Context: an optimization exercise on an open-source flow, tuned for small area. The choices shown serve that exercise and are no tape-out recipe.
Only simulation tests tie the RTL to the original design; equivalence was not proved.
No activity file was given, so power comes from the tool's default toggle rates.

File: flow/config.mk
export PLATFORM = sky130hd
export DESIGN_NAME = dscpi_core
export DESIGN_NICKNAME = dscpi_core
export VERILOG_FILES = /design/flow/design.v
export SDC_FILE = /design/flow/constraint.sdc
export NUM_CORES = 4
export LEC_CHECK = 0
export CAP_MARGIN = 20
export CORE_MARGIN = 2
export CORE_UTILIZATION = 70
export SLEW_MARGIN = 20
File: flow/standard.sh
#!/bin/bash
# synth_recipe.tcl (not shown) runs the flow's synth.tcl, then flattens the netlist and writes it again
# the make line also repeats each setting of config.mk as NAME=value (left out here)
make -C /OpenROAD-flow-scripts/flow DESIGN_CONFIG=/design/flow/config.mk WORK_HOME=/design/flow/orfs CLKGATE_MAP_FILE= SYNTH_SCRIPT=/design/flow/synth_recipe.tcl "${@:-finish}"
File: flow/flow/run.sh
#!/bin/bash
# The standard layout (the standard.sh, standard synthesis included),
# with the smallest buffer cell as the port buffers and a clock tree of
# few large clock buffers without dummy balancing loads.
set -euo pipefail
bash standard.sh "BUFFER_PORTS_ARGS=-buffer_cell sky130_fd_sc_hd__buf_1" \
    "CTS_ARGS=-sink_clustering_enable -repair_clock_nets -sink_clustering_size 25 -sink_clustering_max_diameter 80 -buf_list sky130_fd_sc_hd__clkbuf_16 -dont_use_dummy_load" \
    finish > make_finish.log 2>&1
File: flow/constraint.sdc
create_clock -name core_clock -period 20.0 [get_ports {clk}]
set_input_delay 4.0000 -clock core_clock [delete_from_list [all_inputs] [get_ports {clk}]]
set_output_delay 4.0000 -clock core_clock [all_outputs]
set_load 0.01 [all_outputs]
File: flow/design.v
module dscpi_core (
    input  wire         clk,
    input  wire         rst_n,
    input  wire         tick,
    input  wire         latch,
    input  wire [3:0]   q,
    input  wire         offhook,
    input  wire         hw_fault,
    output wire [1:0]   tone_class,
    output wire         tone_en,
    output wire [15:0]  tone_on,
    output wire [15:0]  tone_range,
    input  wire         cmd_valid,
    input  wire [1:0]   cmd_op,
    input  wire [7:0]   cmd_arg,
    input  wire [127:0] cmd_frame,
    output reg          rsp_valid,
    output wire [1:0]   rsp_code,
    output wire [158:0] status
);
    localparam [2:0] LS_IDLE  = 3'd0,
                     LS_AWAIT = 3'd1,
                     LS_HS    = 3'd2,
                     LS_RX    = 3'd3,
                     LS_ACK   = 3'd4;
    localparam [4:0] C_ERROR = 5'h1F;    
    function [4:0] code_of_q;
        input [3:0] r;
        begin
            case (r)
                4'd0:    code_of_q = 5'h04;             
                4'd10:   code_of_q = 5'h10;             
                4'd11:   code_of_q = 5'h1A;             
                4'd12:   code_of_q = 5'h1B;             
                4'd13:   code_of_q = 5'h01;             
                4'd14:   code_of_q = 5'h02;             
                4'd15:   code_of_q = 5'h03;             
                default: code_of_q = {1'b1, r};         
            endcase
        end
    endfunction
    function [7:0] byte_of_code;
        input [4:0] cs;
        reg [4:0] c;
        begin
            c = {~cs[4], cs[3:0]};
            byte_of_code = {1'b0, c[4], ~c[4],
                            ~c[4] & ~(c[3] & ~c[2] & c[1]),
                            c[3] & ~(~c[2] & c[1] & c[0]),
                            c[2:0]};
        end
    endfunction
    function byte_sym;
        input [7:0] b;
        begin
            byte_sym = (b[7:4] == 4'h3 && !(b[3] && (b[2] || b[1]))) ||
                       (b[7:4] == 4'h2 && b[3:0] == 4'hA) ||
                       (b[7:4] == 4'h2 && b[3:0] == 4'h3) ||
                       (b[7:4] == 4'h4 && !b[3] &&
                        (b[2] ? b[1:0] == 2'b00 : b[1:0] != 2'b00));
        end
    endfunction
    function [4:0] code_of_byte;
        input [7:0] b;
        input       ok;
        begin
            code_of_byte = {!(b[7:4] == 4'h4 && ok),
                            b[3] | ~ok | (b[7:4] == 4'h2 && !b[3]),
                            b[2] | ~ok,
                            b[1] | ~ok,
                            b[0] | ~ok};
        end
    endfunction
    function [3:0] weight_of_byte;
        input [7:0] b;
        reg z;
        begin
            z = b[3:0] == 4'h0;
            weight_of_byte = {~b[4] | b[3] | z,
                              b[2] | ~(b[4] | b[3]),
                              (b[1] & (b[4] | b[6] | b[3])) | z,
                              b[0] ^ ~(b[6] | b[4])};
        end
    endfunction
    function [2:0] clamp_debug;
        input [7:0] v;
        begin
            if (v[7])
                clamp_debug = 3'd0;
            else if (v > 8'd5)
                clamp_debug = 3'd5;
            else
                clamp_debug = v[2:0];
        end
    endfunction
    function [3:0] add15;
        input [3:0] a;
        input [3:0] b;
        reg [3:0] s;
        reg       c;
        integer k;
        begin
            c = 1'b0;
            for (k = 0; k < 4; k = k + 1) begin
                s[k] = a[k] ^ b[k] ^ c;
                c    = (a[k] & b[k]) | (a[k] & c) | (b[k] & c);
            end
            for (k = 0; k < 4; k = k + 1) begin
                add15[k] = s[k] ^ c;
                c        = s[k] & c;
            end
        end
    endfunction
    function [7:0] csa15;
        input [3:0] a;
        input [3:0] b;
        input [3:0] c;
        reg [3:0] m;
        begin
            m = (a & b) | (a & c) | (b & c);
            csa15 = {m[2:0], m[3], a ^ b ^ c};
        end
    endfunction
    function [9:0] dec10;
        input [9:0] v;
        reg b;
        integer k;
        begin
            b = 1'b1;
            for (k = 0; k < 10; k = k + 1) begin
                dec10[k] = v[k] ^ b;
                b        = b & ~v[k];
            end
        end
    endfunction
    function [3:0] inc4;
        input [3:0] v;
        reg c;
        integer k;
        begin
            c = 1'b1;
            for (k = 0; k < 4; k = k + 1) begin
                inc4[k] = v[k] ^ c;
                c       = c & v[k];
            end
        end
    endfunction
    function [15:0] add16_2;
        input [15:0] v;
        input        a1;
        input        a0;
        reg c;
        integer k;
        begin
            add16_2[0] = v[0] ^ a0;
            c          = v[0] & a0;
            add16_2[1] = v[1] ^ a1 ^ c;
            c          = (v[1] & a1) | (v[1] & c) | (a1 & c);
            for (k = 2; k < 16; k = k + 1) begin
                add16_2[k] = v[k] ^ c;
                c          = c & v[k];
            end
        end
    endfunction
    reg         cs_e;            
    reg [3:0]   cs_q;            
    reg [2:0]   line_state;
    reg         dial;            
    reg [3:0]   t_hi;            
    reg [5:0]   t_lo;            
    reg [74:0]  fa_buf;          
    reg [3:0]   ck_sum;          
    reg         ck_all;          
    reg         last_valid;
    reg [79:0]  last_frame;      
    reg         checksum_valid;
    reg         err0, err1, err3;
    reg [2:0]   debug_level;
    reg [15:0]  status_version;
    reg         halted;
    reg         latch_q;
    reg         rsp_nok;         
    wire [4:0] cs_code = cs_e ? C_ERROR : code_of_q(cs_q);
    wire       cs_wok  = !cs_e && cs_q != 4'd0;    
    wire tk       = tick && !halted;
    wire in_idle  = line_state == LS_IDLE;
    wire in_await = line_state == LS_AWAIT;
    wire in_hs    = line_state == LS_HS;
    wire in_rx    = line_state == LS_RX;
    wire in_ack   = line_state == LS_ACK;
    wire gt1      = (|t_lo[5:1]) || (t_hi != 4'd0 && !in_rx);
    wire expire   = tk && !in_idle && !gt1;
    wire rx_more  = t_hi != 4'd0;                      
    wire sample   = expire && (in_hs || (in_rx && rx_more));
    wire t_fin    = sample && in_rx && t_hi == 4'd15;
    wire go_await = tk && in_idle && !hw_fault && offhook;
    wire [3:0] smp_sum = add15(in_hs ? 4'd0 : ck_sum, cs_q);
    wire       smp_all = (in_hs || ck_all) && cs_wok;
    wire       t_cv    = smp_all && smp_sum == 4'd15;
    wire [2:0] t_ls =
        go_await                                 ? LS_AWAIT :
        !expire                                  ? line_state :
        in_await                                 ? LS_HS :
        in_hs                                    ? LS_RX :
        in_rx                                    ? (rx_more ? LS_RX : LS_ACK) :
        in_ack                                   ? (offhook ? LS_AWAIT : LS_IDLE) :
                                                   line_state;
    wire       t_dial = (tk && in_idle && !hw_fault) ? !offhook : dial;
    wire [9:0] n_timer =
        !tk     ? {t_hi, t_lo} :
        in_idle ? 10'd1000 :
        gt1     ? dec10({t_hi, t_lo}) :
        in_await ? 10'd550 :
        in_hs   ? {4'd1, 6'd50} :
        in_rx   ? (rx_more ? {inc4(t_hi), 6'd50} : 10'd800) :
                  10'd1000;
    wire t_err0 = err0 || (sample && cs_e);
    wire t_err3 = err3 || (tk && hw_fault);
    wire err1_t = err1 || (t_fin && !t_cv);
    wire tick_changed = t_fin || (t_ls != line_state) ||
                        (t_err0 && !err0) || (t_err3 && !err3);
    wire t_active = (t_ls == LS_RX) && (sample ? t_hi != 4'd15 : rx_more);
    wire cmd   = cmd_valid && !halted;
    wire c_dbg = cmd && cmd_op == 2'd1;
    wire c_rst = cmd && cmd_op == 2'd2;
    wire c_inj = cmd && cmd_op == 2'd3 && !t_active;
    wire [79:0] inj_code;
    wire [15:0] inj_sym;         
    wire [15:0] inj_d;           
    wire [3:0]  w [0:15];
    genvar gi;
    generate
        for (gi = 0; gi < 16; gi = gi + 1) begin : g_sym
            wire [7:0] b = cmd_frame[8*gi +: 8];
            assign inj_sym[gi] = byte_sym(b);
            assign inj_d[gi]   = b[7:4] == 4'h4 && b[2];
            assign inj_code[5*gi +: 5] = code_of_byte(b, inj_sym[gi] && inj_ld);
            assign w[gi] = weight_of_byte(b);
        end
    endgenerate
    wire inj_err = !(&inj_sym);
    wire inj_ld  = rst_n && c_inj;
    wire inj_all = (&inj_sym) && !(|inj_d);
    wire [7:0] l1_0 = csa15(w[0],  w[1],  w[2]);
    wire [7:0] l1_1 = csa15(w[3],  w[4],  w[5]);
    wire [7:0] l1_2 = csa15(w[6],  w[7],  w[8]);
    wire [7:0] l1_3 = csa15(w[9],  w[10], w[11]);
    wire [7:0] l1_4 = csa15(w[12], w[13], w[14]);
    wire [7:0] l2_0 = csa15(l1_0[3:0], l1_0[7:4], l1_1[3:0]);
    wire [7:0] l2_1 = csa15(l1_1[7:4], l1_2[3:0], l1_2[7:4]);
    wire [7:0] l2_2 = csa15(l1_3[3:0], l1_3[7:4], l1_4[3:0]);
    wire [7:0] l3_0 = csa15(l2_0[3:0], l2_0[7:4], l2_1[3:0]);
    wire [7:0] l3_1 = csa15(l2_1[7:4], l2_2[3:0], l2_2[7:4]);
    wire [7:0] l4_0 = csa15(l3_0[3:0], l3_0[7:4], l3_1[3:0]);
    wire [7:0] l4_1 = csa15(l3_1[7:4], l1_4[7:4], w[15]);
    wire [7:0] l5_0 = csa15(l4_0[3:0], l4_0[7:4], l4_1[3:0]);
    wire [7:0] l6_0 = csa15(l5_0[3:0], l5_0[7:4], l4_1[7:4]);
    wire [3:0] fa  = l6_0[3:0];
    wire [3:0] fb  = l6_0[7:4];
    wire       inj_cv = inj_all && ((fb == ~fa) ||
                                    (fa == 4'd0  && fb == 4'd0) ||
                                    (fa == 4'd15 && fb == 4'd15));
    wire [2:0] dbg_new = clamp_debug(cmd_arg);
    wire cmd_changed = c_inj ||
                       (c_rst && (t_ls != LS_IDLE || t_err0 || err1_t || t_err3)) ||
                       (c_dbg && dbg_new != debug_level);
    always @(posedge clk) begin
        latch_q <= latch;
    end
    wire lf_tick = rst_n && t_fin && !c_inj;
    always @(posedge clk) begin
        if (!rst_n || c_inj || t_fin)
            last_frame <= inj_code & ({80{!lf_tick}} | {cs_code, fa_buf});
    end
    always @(posedge clk) begin
        {t_hi, t_lo} <= n_timer;
        if (sample) begin
            fa_buf <= {cs_code, fa_buf[74:5]};
            ck_sum <= smp_sum;
            ck_all <= smp_all;
        end
        if (latch && !latch_q)
            cs_q <= q;
    end
    always @(posedge clk) begin
        if (!rst_n) begin
            cs_e           <= 1'b1;
            line_state     <= LS_IDLE;
            dial           <= 1'b0;
            last_valid     <= 1'b0;
            checksum_valid <= 1'b0;
            err0           <= 1'b0;
            err1           <= 1'b0;
            err3           <= hw_fault;
            debug_level    <= 3'd0;
            status_version <= 16'd0;
            halted         <= hw_fault;
            rsp_valid      <= 1'b0;
            rsp_nok        <= 1'b0;
        end else begin
            if (latch && !latch_q)
                cs_e <= 1'b0;
            if (c_rst) begin
                line_state <= LS_IDLE;
                dial       <= 1'b0;
                err0       <= 1'b0;
                err1       <= 1'b0;
                err3       <= 1'b0;
            end else begin
                line_state <= t_ls;
                dial       <= t_dial;
                err0       <= t_err0 || (c_inj && inj_err);
                err1       <= err1_t || (c_inj && !inj_cv);
                err3       <= t_err3;
            end
            if (c_inj) begin
                last_valid     <= 1'b1;
                checksum_valid <= inj_cv;
            end else if (t_fin) begin
                last_valid     <= 1'b1;
                checksum_valid <= t_cv;
            end
            if (c_dbg)
                debug_level <= dbg_new;
            status_version <= add16_2(status_version,
                                      tick_changed & cmd_changed,
                                      tick_changed ^ cmd_changed);
            rsp_valid      <= cmd_valid;
            rsp_nok        <= cmd_valid && (halted ? cmd_op != 2'd0 :
                                            (cmd_op == 2'd3 && t_active));
        end
    end
    assign tone_class = {in_ack, dial};
    assign tone_en    = in_ack | dial;
    assign tone_on    = dial   ? 16'd1136 :
                        in_ack ? 16'd357  : 16'd0;
    assign tone_range = dial   ? 16'd2273 :
                        in_ack ? 16'd714  : 16'd0;
    assign rsp_code = {rsp_nok & halted, rsp_nok & ~halted};
    wire [127:0] lf_bytes;
    generate
        for (gi = 0; gi < 16; gi = gi + 1) begin : g_out
            assign lf_bytes[8*gi +: 8] = byte_of_code(last_frame[5*gi +: 5]);
        end
    endgenerate
    wire [4:0] err_cause = {1'b0, err3, 1'b0, err1, err0};
    assign status = {halted,                
                     debug_level,           
                     err_cause,             
                     (err_cause != 5'd0),   
                     checksum_valid,        
                     last_valid,            
                     line_state,            
                     status_version,        
                     lf_bytes};             
endmodule
==> impl_metrics.ini, run 1 <==
[synthesis]
ys_seq_elements = 207
synth_area_leaders = edfxtp_1 (39%), fa_1 (9.0%), buf_4 (6.8%)
syn_area_mm2 = 0.0134
synth_edf_count = 175
synth_seq_area_share_pct = 44.0
avgSynthCellArea_um2 = 11.0
synth_ff_type = edfxtp_1
yosysTopAreaCell = edfxtp_1
netlist-cell-type-count = 74
async_flop_share_pct = 0
yosys_warnings = 1
yosys.area.top_type_share_pct = 39.2
syn-instance-count = 1224

[power]
swShare_pct = 35.2
p_per_area_mw_per_mm2 = 92.8
internal_power_uw = 855
pwr-share-clk_pct = 19.3
p_switching_uw = 465
seqPwrFrac_pct = 36.0
ir_worst_vdd_mv = 0.187
pwr-share-comb_pct = 44.7
power_leakage_uw = 0.00486

[hold_path]
worstHoldEndpoint = fa_buf[47]
holdPathStages = 0
hold_path_class = flip-flop to flip-flop
min-delay-start = fa_buf[52]

[routing]
dr.pass1.iters = 5
antenna_left = 0
drtIter0Drc = 827
vias = 10400
routedWlPerCell_um = 19.7
drc_errors = 0
viasPerCell = 6.28
wirelength_um = 32500

[layout]
final_layout_size_suffix_gt1_share_pct = 2.12
layout_commonest_cell = buf_1
instances_no_fill = 1650
final_cell_mix = buf_1 (309), edfxtp_1 (175), inv_1 (90), nor2_1 (73), o22a_1 (62)
syn2layout_area_growth_pct = 6.12
nNetsFinal = 1657
diodes = 0
fillers = 1313

[sta]
timing.fmax_mhz = 110
worst_pin_slew_ps = 1020
relSlewSlack_pct = 31.8
fin_skew_ps = 43.3
setup_viol_count_final = 0
final_max_slew_viol_count = 0
period_minus_slack_ps = 9120
timing.setup.tns_ps = 0
rsz0062_at_grt = false
final-hold-violation-count = 0
post-route-period-util_pct = 45.6

[critical_path]
r2r-end = status_version[14]
critPathLaunchType = input pin
crit_fanout = 25
critPathCaptureType = flip-flop
regToRegSetupSlack_ps = 13290
arrival_ps = 9500
crit_type = input pin to flip-flop
cp.required_ps = 20380
r2r_start = t_hi[0]
reg2regPathDepth = 25

[floorplan]
ios = 346
start_util_pct = 71.4
die_height_um = 142
die_x_um = 142
core-area_mm2 = 0.0188
floorplan.rows = 50
die-area_mm2 = 0.0203

[place]
dp_hpwl_um = 24200
dpl.cell_count = 1636
gp_congestion = 0.923
port_buffers = 310

[outcome]
status = timing/DRC/antenna clean

[clock_network]
cts_tree = done
root_buffer = clkbuf_16
cts_resized = 0
cts.path.max_buffers = 3
h-tree-depth = 1
clock_latency_ps = 490
cts.sinks = 207
cts_hold_buffers = 0
cts_setup_buffers = 0
numCtsBuffers = 13
clkTransAtPathRegs_ps = 100

[global_routing]
track_usage_pct = 31.3
grt_start_max_net_pins = 83
grt_pass1_vias = 9585
antenna_found_initial = 0
overflow = 0
grt_pass1_wl_um = 49800

[run]
max-cap-violations = 0
==> stage by stage <==
| stage | hold WS, ps | worst slack [ps] | total power (uW) | utilization (%) | area, um2 |
|---|---|---|---|---|---|
| CTS | 424 | 10880 | 1320 | 75.7 | 14200 |
| floorplan | 426 | 8620 | 944 | - | 13500 |
| global placement | 431 | 10560 | 1030 | 73.9 | 13900 |
| detailed placement | 435 | 10410 | 1070 | 73.9 | 13900 |
| finish | 416 | 10880 | 1320 | 75.8 | 14200 |
| global route | 443 | 10590 | 1410 | 75.8 | 14200 |
==> kinds of logic (layout without fill, tap and decap cells) <==
group                    after synthesis  count (layout)  share of synthesized area [%]
multiplexers                           2               2                          0.159
AO/OA/AOI/OAI                        280             280                           15.1
AND/OR/NAND/NOR                      352             352                           15.8
other                                  1              35                         0.0280
buffers and inverters                259             417                           11.1
flip-flops                           207             207                           44.0
XOR/XNOR                              33              33                           2.16
adder cells (fa/ha/maj)               90              90                           11.8
==> critical path, cell delays in order <==
cell and delay (ps):
buf_1 100, or3b_2 460, or3_1 370, xnor2_1 140, o21ai_1 100, o2111a_2 460, or3_1 440, ha_1 290
ha_1 190, fa_1 370, ha_1 200, ha_1 180, ha_1 180, ha_1 180, ha_1 190, ha_1 180
ha_1 180, ha_1 180, ha_1 180, ha_1 180, ha_1 180, ha_1 180, ha_1 250, and2_1 150
==> final cells by class <==
| type | count | area (um2) | area share (%) |
|---|---|---|---|
| timing repair buffer | 313 | 1200 | 8.46 |
| inverter | 91 | 342 | 2.40 |
| clock buffer | 13 | 325 | 2.29 |
| sequential | 207 | 5900 | 41.4 |
| tap | 234 | 293 | 2.06 |
| multi-input combinational | 792 | 6170 | 43.4 |
==> Yosys cell counts, types with 4 or more instances <==
cell type  count
nor3_1        13
buf_4        121
or3_1         22
nand3_1       31
o211ai_1      11
o21bai_1       8
and2_1        20
dfxtp_1       32
nand3b_1      16
nor2_1        74
and3_1         6
nor3b_1       14
edfxtp_1     175
a22oi_1        7
o21a_1         7
nand4b_1      12
nor4b_1       29
o32a_1        17
xor2_1        13
fa_1          60
a21boi_0      18
o31ai_1       18
o2111ai_1      5
a21oi_1       42
o41ai_1        4
buf_6          7
inv_1         90
ha_1          30
o22ai_1        4
nand2b_1       9
nor4bb_1       5
a31oi_1        4
nand4_1       11
and3b_1        7
nor4_1         6
xnor2_1       20
clkbuf_1      36
o21ai_0       50
nand2_1       31
nor2b_1       31
o22a_1        62
==> worst max path at each step <==
stage,startpoint,to,slack [ps],depth (start not counted)
after floorplan,tick,status_version[14],8620,21
after global placement,tick,status_version[14],10560,24
after detailed placement,tick,status_version[14],10410,24
after CTS,tick,status_version[14],10880,24
after global routing,tick,status_version[15],10590,25
final,tick,status_version[14],10880,24
==> per-layer routing <==
layer	share of wire, %	global-route usage (%)	vias up
li1	-	-	4725
met1	40	43.2	4985
met2	49	53.4	600
met3	8.8	3.77	59
met4	2.6	7.92	0
met5	0	0	-
==> power by group through the flow <==
stage,registers (uW),logic [uW],clock network [uW]
CTS,476,584,258
global route,477,667,268
floorplan,485,459,0
finish,476,590,254
global placement,486,545,0
detailed placement,486,581,0
==> state kept, by name, summed over array words and instances, names as in the netlist, 3 cells and up <==
name            flops
last_frame         80
fa_buf             75
status_version     16
t_lo                6
ck_sum              4
cs_q                4
t_hi                4
debug_level         3
line_state          3
==> run 2: changes to the inputs <==
==> flow/flow/run.sh (replaced) <==
#!/bin/bash
# The standard layout (the standard.sh, standard synthesis included),
# with the smallest buffer cell as the port buffers and a clock tree of
# few large clock buffers without dummy balancing loads.
set -euo pipefail
bash standard.sh "BUFFER_PORTS_ARGS=-buffer_cell sky130_fd_sc_hd__buf_1" \
    "CTS_ARGS=-sink_clustering_enable -repair_clock_nets -sink_clustering_size 25 -sink_clustering_max_diameter 80 -buf_list sky130_fd_sc_hd__clkbuf_16 -root_buf sky130_fd_sc_hd__clkbuf_4 -tree_buf sky130_fd_sc_hd__clkbuf_8 -dont_use_dummy_load" \
    finish > make_finish.log 2>&1
==> run 2 against run 1 <==
Effect of this change:
- critical endpoint unchanged
- routed wire length is 0.59% lower
- clock power is 9.1% lower
- sequential share of layout area grew 0.15 points
- final cell count about the same
- first-iteration DRC count decreased by 5.0%
- critical path type unchanged
==> impl_metrics.ini, run 2 <==
[hold_path]
hold_path_class = flip-flop to flip-flop
worstHoldEndpoint = fa_buf[47]
holdPathStages = 0
min-delay-start = fa_buf[52]

[floorplan]
die_x_um = 142
die_height_um = 142
start_util_pct = 71.4
die-area_mm2 = 0.0203
floorplan.rows = 50
ios = 346
core-area_mm2 = 0.0188

[critical_path]
reg2regPathDepth = 25
critPathLaunchType = input pin
regToRegSetupSlack_ps = 13280
crit_type = input pin to flip-flop
cp.required_ps = 20550
r2r_start = t_hi[0]
critPathCaptureType = flip-flop
r2r-end = status_version[14]
arrival_ps = 9500
crit_start = tick
crit_fanout = 25

[synthesis]
synth_area_leaders = edfxtp_1 (39%), fa_1 (9.0%), buf_4 (6.8%)
synth_ff_type = edfxtp_1
synth_seq_area_share_pct = 44.0
synth_most_common_cell = edfxtp_1
synth_edf_count = 175
synth_common_cells = edfxtp_1 (175), buf_4 (121), inv_1 (90)
yosys_warnings = 1
async_flop_share_pct = 0
syn-instance-count = 1224
avgSynthCellArea_um2 = 11.0
ys_seq_elements = 207
yosys.area.top_type_share_pct = 39.2
netlist-cell-type-count = 74
yosysTopAreaCell = edfxtp_1
syn_area_mm2 = 0.0134

[global_routing]
grt_start_max_net_pins = 83
grt_pass1_vias = 9551
overflow = 0
grt_pass1_wl_um = 49600
track_usage_pct = 31.2
antenna_found_initial = 1

[sta]
timing.setup.tns_ps = 0
rsz0062_at_grt = false
timing.fmax_mhz = 112
fin_skew_ps = 38.5
worst_pin_slew_ps = 1010
post-route-period-util_pct = 44.8
final_max_slew_viol_count = 0
relSlewSlack_pct = 32.7
setup_viol_count_final = 0
period_minus_slack_ps = 8950
setup_ws_ps = 11050
final-hold-violation-count = 0

[run]
max-cap-violations = 0

[layout]
syn2layout_area_growth_pct = 5.75
largest_reg_flops = 80
nNetsFinal = 1657
layout_commonest_cell = buf_1
top_register = last_frame
final_core_util_pct = 75.5
final_layout_size_suffix_gt1_share_pct = 2.12
top_regs = last_frame x80, fa_buf x75, status_version x16
final_cell_mix = buf_1 (309), edfxtp_1 (175), inv_1 (90), nor2_1 (73), o22a_1 (62)

[power]
power_uw = 1290
ir_worst_vdd_mv = 0.193
power_leakage_uw = 0.00484
p_per_area_mw_per_mm2 = 91.1

[routing]
viasPerCell = 6.27
routedWlPerCell_um = 19.6
drtIter0Drc = 786
vias = 10400
wirelength_um = 32300
dr.pass1.iters = 5
antenna_left = 0
drc_errors = 0

[clock_network]
cts_tree = done
cts_setup_buffers = 0
root_buffer = clkbuf_4
numCtsBuffers = 13
cts.sinks = 207
cts_resized = 0
cts.path.max_buffers = 3
clkTransAtPathRegs_ps = 100
cts_hold_buffers = 0
h-tree-depth = 1
clock_latency_ps = 650

[place]
place_ws_ps = 10410
port_buffers = 310
gp_congestion = 0.923
dp_hpwl_um = 24200

[outcome]
status = timing/DRC/antenna clean
==> run 2: cell counts after synthesis <==
Identical to the previous run, type by type.
==> run 2: cells by family after synthesis <==
group | Yosys count | share of synthesized area (%)
other | 1 | 0.0280
XOR/XNOR | 33 | 2.16
multiplexers | 2 | 0.159
buffers and inverters | 259 | 11.1
adder cells (fa/ha/maj) | 90 | 11.8
flip-flops | 207 | 44.0
AO/OA/AOI/OAI | 280 | 15.1
AND/OR/NAND/NOR | 352 | 15.8
==> run 2: worst max-delay path, cell delays in order <==
cell      delay [ps]
buf_1            100
or3b_2           460
or3_1            370
xnor2_1          140
o21ai_1          100
o2111a_2         460
or3_1            440
ha_1             290
ha_1             190
fa_1             370
ha_1             200
ha_1             180
ha_1             180
ha_1             180
ha_1             180
ha_1             180
ha_1             180
ha_1             180
ha_1             180
ha_1             180
ha_1             180
ha_1             180
ha_1             250
and2_1           150
==> run 2: metal layers <==
layer	global-route usage, %	wire length, um	vias up
li1	-	-	4728
met1	43.0	12800	4999
met2	53.2	15800	570
met3	3.60	2840	59
met4	8.55	853	0
met5	0	0	-
==> run 2: worst max path at each step <==
stage,end,depth (start not counted)
finish,status_version[14],24
detailed placement,status_version[14],24
CTS,status_version[14],24
global route,status_version[15],25
floorplan,status_version[14],21
global placement,status_version[14],24
==> run 2: layout make-up <==
| type | count | area, um2 |
|---|---|---|
| diodes | 1 | 2.50 |
| flip-flops and latches | 207 | 5900 |
| clock buffers | 13 | 273 |
| well taps | 234 | 293 |
| inverters | 91 | 342 |
| repair buffers | 313 | 1200 |
| fillers | 1314 | 4590 |
| multi-input cells | 792 | 6170 |
==> run 2: power breakdown <==
group | switching, uW | internal (uW) | total (uW)
Combinational | 319 | 266 | 585
Clock | 136 | 95.1 | 231
Sequential | 4.86 | 471 | 476
Total | 459 | 832 | 1290
==> run 2: stage by stage <==
step	instances	instance area, um2	hold WS (ps)
after floorplan	1258	13500	426
after global placement	1636	13900	431
after detailed placement	1636	13900	435
after CTS	1649	14100	407
after global routing	1651	14200	445
final	1651	14200	423
==> run 3: changes to the inputs <==
==> flow/flow/run.sh (replaced) <==
#!/bin/bash
# The standard layout (the standard.sh, standard synthesis included),
# with the smallest buffer cell as the port buffers and a clock tree of
# few large clock buffers without dummy balancing loads.
set -euo pipefail
bash standard.sh "BUFFER_PORTS_ARGS=-buffer_cell sky130_fd_sc_hd__buf_1" \
    "CTS_ARGS=-sink_clustering_enable -repair_clock_nets -sink_clustering_size 25 -sink_clustering_max_diameter 80 -buf_list sky130_fd_sc_hd__clkbuf_16 -root_buf sky130_fd_sc_hd__clkbuf_4 -dont_use_dummy_load" \
    finish > make_finish.log 2>&1
--- a/flow/config.mk
+++ b/flow/config.mk
@@ -7,5 +7,5 @@
 export LEC_CHECK = 0
 export CAP_MARGIN = 20
 export CORE_MARGIN = 2
-export CORE_UTILIZATION = 70
+export CORE_UTILIZATION = 80
 export SLEW_MARGIN = 20
==> run 3 against run 2 <==
Effect of this change:
- non-clock buffer count down 1
- synthesized cell count is the same
- combinational power down 1%
- clock skew rose by 6.3 ps
- clock-buffer cell count is 1 lower
- global-route usage increased by 6.1 points
- critical path type unchanged
- critical endpoint is now status_version[15]
- highest routed layer unchanged
==> impl_metrics.ini, run 3 <==
[layout]
fillers = 908
final_layout_size_suffix_gt1_share_pct = 1.98
top_register = last_frame
final_cell_mix = buf_1 (309), edfxtp_1 (175), inv_1 (90), nor2_1 (73), o22a_1 (62)
instances_no_fill = 1634
layout_commonest_cell = buf_1
syn2layout_area_growth_pct = 5.41
largest_reg_flops = 80
stdcell_area_mm2 = 0.0141
diodes = 0
top_regs = last_frame x80, fa_buf x75, status_version x16
nNetsFinal = 1655

[floorplan]
floorplan.rows = 47
core-area_mm2 = 0.0165
die_x_um = 133
ios = 346
die-area_mm2 = 0.0178
die_height_um = 133
start_util_pct = 81.4

[synthesis]
syn_area_mm2 = 0.0134
yosys.area.top_type_share_pct = 39.2
synth_area_leaders = edfxtp_1 (39%), fa_1 (9.0%), buf_4 (6.8%)
synth_most_common_cell = edfxtp_1
yosysTopAreaCell = edfxtp_1
async_flop_share_pct = 0
yosys_warnings = 1
synth_ff_type = edfxtp_1
netlist-cell-type-count = 74
syn-instance-count = 1224
ys_seq_elements = 207
synth_seq_area_share_pct = 44.0
synth_common_cells = edfxtp_1 (175), buf_4 (121), inv_1 (90)
synth_edf_count = 175
avgSynthCellArea_um2 = 11.0

[critical_path]
crit_fanout = 25
cp.required_ps = 20530
slowest_delay_ps = 470
crit_type = input pin to flip-flop
slowest_stage = o2111a_2
arrival_ps = 9540
cpMostUsedCell = ha_1
critPathLaunchType = input pin
critPathCaptureType = flip-flop

[power]
power_leakage_uw = 0.00482
ir_worst_vdd_mv = 0.153
p_per_area_mw_per_mm2 = 90.1

[run]
max-cap-violations = 0

[global_routing]
grt_pass1_vias = 10100
track_usage_pct = 37.3
antenna_found_initial = 0
grt_pass1_wl_um = 52300
grt_start_max_net_pins = 83
overflow = 0

[routing]
viasPerCell = 6.55
drtIter0Drc = 1371
dr.pass1.iters = 6
drc_errors = 0
vias = 10700
antenna_left = 0
routedWlPerCell_um = 20.6
wirelength_um = 33700

[sta]
fin_skew_ps = 44.9
timing.setup.tns_ps = 0
worst_pin_slew_ps = 1010
timing.fmax_mhz = 111
setup_viol_count_final = 0
relSlewSlack_pct = 32.5
final_max_slew_viol_count = 0
hold_slack_ps = 459
period_minus_slack_ps = 9010
rsz0062_at_grt = false
post-route-period-util_pct = 45.1
final-hold-violation-count = 0

[clock_network]
cts.sinks = 207
clkTransAtPathRegs_ps = 90
h-tree-depth = 1
cts.path.max_buffers = 3
cts_tree = done
cts_hold_buffers = 0
clock_latency_ps = 640
cts_setup_buffers = 0
root_buffer = clkbuf_4
cts_resized = 0
numCtsBuffers = 12

[place]
port_buffers = 310
dp_hpwl_um = 25000
placed_cell_area_mm2 = 0.0139
gp_congestion = 0.913
dpl.cell_count = 1621

[outcome]
status = timing/DRC/antenna clean

[hold_path]
hold_path_class = flip-flop to flip-flop
run 3: changes by cell type in the layout (fill, tap and decap cells not counted), sizes merged:
cell	before	now
buf	312	311
clkbuf	14	13
diode	1	0
run 3: final cells by class:
| type | count | area, um2 | share of cell area (%) |
|---|---|---|---|
| Multi-Input combinational cell | 792 | 6170 | 43.6 |
| Sequential cell | 207 | 5900 | 41.7 |
| Timing Repair Buffer | 312 | 1200 | 8.52 |
| Inverter | 91 | 342 | 2.42 |
| Tap cell | 220 | 275 | 1.95 |
| Clock buffer | 12 | 248 | 1.75 |
run 3: critical path, delay by kind of cell:
| family | cells | cell delay, ps |
|---|---|---|
| buffers and inverters | 1 | 80 |
| AO/OA/AOI/OAI | 2 | 570 |
| adder cells (fa/ha/maj) | 16 | 3240 |
| XOR/XNOR | 2 | 330 |
| AND/OR/NAND/NOR | 4 | 1330 |
run 3: final timing paths:
kind / startpoint / slack [ps] / depth (start not counted) / endpoint
max: tick / 10990 / 25 / status_version[15]
min: fa_buf[10] / 460 / 0 / fa_buf[5]
max reg2reg: t_hi[0] / 13210 / 26 / status_version[15]
min reg2reg: fa_buf[10] / 460 / 0 / fa_buf[5]
run 3: metrics by stage:
step           util (%)  setup WS [ps]  power, uW
2_1_floorplan         -           8620        944
3_3_place_gp       84.1          10540       1030
3_5_place_dp       84.1          10350       1070
4_1_cts            85.6          11000       1280
5_1_grt            85.8          10680       1350
6_report           85.8          10990       1270
run 3: logic make-up (layout without fill, tap and decap cells):
logic type	Yosys count	count (layout)	synth area share (%)
AOI/OAI and AO/OA	280	280	15.1
buffers and inverters	259	415	11.1
xor gates and xnor gates	33	33	2.16
other	1	35	0.0280
and+or+nand+nor	352	352	15.8
DFF	207	207	44.0
adders and majority gates	90	90	11.8
muxes	2	2	0.159
run 3: metal layers:
metal / part of all wire (%) / global-route usage, % / up-vias
met5: 0 / 0 / -
met4: 3.2 / 11.3 / 0
met3: 11 / 6.13 / 103
met2: 50 / 64.5 / 775
met1: 35 / 49.0 / 5089
li1: - / - / 4735
run 3: where the power goes:
part | switching (uW) | internal (uW) | total (uW)
combinational | 316 | 263 | 579
sequential | 5.04 | 471 | 476
clock | 131 | 86.8 | 218
==> run 4: changes to the inputs <==
--- a/flow/config.mk
+++ b/flow/config.mk
@@ -7,5 +7,5 @@
 export LEC_CHECK = 0
 export CAP_MARGIN = 20
 export CORE_MARGIN = 2
-export CORE_UTILIZATION = 80
+export CORE_UTILIZATION = 70
 export SLEW_MARGIN = 20
==> run 4 against run 3 <==
Effect of this change:
- routed wire length shrank 4.0%
- combinational power grew 1%
- synthesized area is the same
- clock-buffer cell count grew 1
- critical path depth shrank 1
- register-to-register slack gained 70 ps
- final cell count grew 1.0%
- largest power group unchanged
- sequential share of layout area shrank 0.13 points
- critical endpoint is now status_version[14]
- cell area grew 0.32%
==> impl_metrics.ini, run 4 <==
[clock_network]
clkTransAtPathRegs_ps = 100
cts_tree = done
numCtsBuffers = 13
root_buffer = clkbuf_4
cts_setup_buffers = 0
cts_hold_buffers = 0
cts.path.max_buffers = 3
clock_latency_ps = 650
cts.sinks = 207
cts_resized = 0
h-tree-depth = 1

[global_routing]
gr-max-usage-layer = met2
overflow = 0
global_route.usage.met1_pct = 43.0
use_met2_pct = 53.2
track_usage_pct = 31.2
grt_start_max_net_pins = 83
antenna_found_initial = 1
met3_usage_pct = 3.60
grt_pass1_vias = 9551
grt_pass1_wl_um = 49600

[hold_path]
holdPathStages = 0
worstHoldEndpoint = fa_buf[47]
hold_path_class = flip-flop to flip-flop
min-delay-start = fa_buf[52]

[critical_path]
crit_fanout = 25
regToRegSetupSlack_ps = 13280
cp.required_ps = 20550
crit_type = input pin to flip-flop
reg2regPathDepth = 25
arrival_ps = 9500
critPathCaptureType = flip-flop
r2r_start = t_hi[0]
critPathLaunchType = input pin
r2r-end = status_version[14]

[synthesis]
synth_ff_type = edfxtp_1
syn_area_mm2 = 0.0134
syn-instance-count = 1224
netlist-cell-type-count = 74
ys_seq_elements = 207
avgSynthCellArea_um2 = 11.0
yosys_warnings = 1
synth_edf_count = 175
async_flop_share_pct = 0
synth_area_leaders = edfxtp_1 (39%), fa_1 (9.0%), buf_4 (6.8%)
synth_common_cells = edfxtp_1 (175), buf_4 (121), inv_1 (90)
synth_most_common_cell = edfxtp_1
yosysTopAreaCell = edfxtp_1
synth_seq_area_share_pct = 44.0
yosys.area.top_type_share_pct = 39.2

[floorplan]
ios = 346
core-area_mm2 = 0.0188
die-area_mm2 = 0.0203
floorplan.rows = 50
die_height_um = 142
start_util_pct = 71.4
die_x_um = 142

[place]
gp_congestion = 0.923
port_buffers = 310
dp_hpwl_um = 24200
placed_cell_area_mm2 = 0.0139

[sta]
final_max_slew_viol_count = 0
worst_pin_slew_ps = 1010
post-route-period-util_pct = 44.8
relSlewSlack_pct = 32.7
period_minus_slack_ps = 8950
setup_viol_count_final = 0
timing.setup.tns_ps = 0
timing.fmax_mhz = 112
rsz0062_at_grt = false
final-hold-violation-count = 0
fin_skew_ps = 38.5

[power]
p_per_area_mw_per_mm2 = 91.1
ir_worst_vdd_mv = 0.193
power_leakage_uw = 0.00484
power_uw = 1290

[routing]
vias = 10400
antenna_left = 0
wirelength_um = 32300
viasPerCell = 6.27
dr.pass1.iters = 5
routedWlPerCell_um = 19.6
drc_errors = 0
drtIter0Drc = 786

[layout]
stdcell_area_mm2 = 0.0142
layout_commonest_cell = buf_1
syn2layout_area_growth_pct = 5.75
nNetsFinal = 1657
top_regs = last_frame x80, fa_buf x75, status_version x16
final_cell_mix = buf_1 (309), edfxtp_1 (175), inv_1 (90), nor2_1 (73), o22a_1 (62)
top_register = last_frame
final_layout_size_suffix_gt1_share_pct = 2.12
largest_reg_flops = 80

[outcome]
status = timing/DRC/antenna clean

[run]
max-cap-violations = 0
run 4: power breakdown:
part           internal [uW]  switching (uW)  total, uW
sequential               471            4.86        476
clock                   95.1             136        231
combinational            266             319        585
run 4: metal layers:
layer,vias up,wire (um)
met4,0,853
li1,4728,-
met3,59,2840
met2,570,15800
met1,4999,12800
met5,-,0
run 4: final cells by class:
type | count | area (um2)
diodes | 1 | 2.50
clock buffers | 13 | 273
fillers | 1314 | 4590
inverters | 91 | 342
multi-input cells | 792 | 6170
flip-flops and latches | 207 | 5900
well taps | 234 | 293
repair buffers | 313 | 1200
run 4: worst max-delay path by stage:
stage,end,startpoint
floorplan,status_version[14],tick
detailed placement,status_version[14],tick
CTS,status_version[14],tick
global placement,status_version[14],tick
global route,status_version[15],tick
finish,status_version[14],tick
run 4: logic make-up after synthesis:
| family | share of synthesized area, % |
|---|---|
| buffers and inverters | 11.1 |
| adder cells (fa/ha/maj) | 11.8 |
| multiplexers | 0.159 |
| XOR/XNOR | 2.16 |
| flip-flops | 44.0 |
| AND/OR/NAND/NOR | 15.8 |
| AO/OA/AOI/OAI | 15.1 |
| other | 0.0280 |
run 4: through the flow:
stage / hold slack, ps / util [%] / worst slack (ps) / instances
2_1_floorplan: 426 / - / 8620 / 1258
4_1_cts: 407 / 75.4 / 11080 / 1649
3_5_place_dp: 435 / 73.9 / 10410 / 1636
5_1_grt: 445 / 75.5 / 10770 / 1651
6_report: 423 / 75.5 / 11050 / 1651
3_3_place_gp: 431 / 73.9 / 10560 / 1636
run 4: worst max-delay path: stages:
cell      delay [ps]
buf_1            100
or3b_2           460
or3_1            370
xnor2_1          140
o21ai_1          100
o2111a_2         460
or3_1            440
ha_1             290
ha_1             190
fa_1             370
ha_1             200
ha_1             180
ha_1             180
ha_1             180
ha_1             180
ha_1             180
ha_1             180
ha_1             180
ha_1             180
ha_1             180
ha_1             180
ha_1             180
ha_1             250
and2_1           150

==> re-timing with driven ports <==
In the flow no input, the clock included, has a driving cell. The finished layouts below were timed again as built, in two steps. Step 1: set_driving_cell puts a clkbuf_16 on clk and a buf_2 on each other input, an assumption about the parent block. Step 2 also shifts input and output timing later by t, the mid clock arrival at the registers, as if the neighbouring blocks saw the same clock. Three values: no drivers, after step 1, after step 2; two values: the first two.
run | t, ns | slack for setup (ns) | clock arrival spread, ns
run 1 | 0.508 | 10.885 / 10.897 / 10.388 | 0.043 / 0.043
run 2 | 0.675 | 11.048 / 11.056 / 10.380 | 0.038 / 0.039
run 3 | 0.653 | 10.985 / 10.979 / 10.325 | 0.045 / 0.045
run 4 | 0.675 | 11.048 / 11.056 / 10.380 | 0.038 / 0.039
After both steps setup and hold are still met in every run listed.
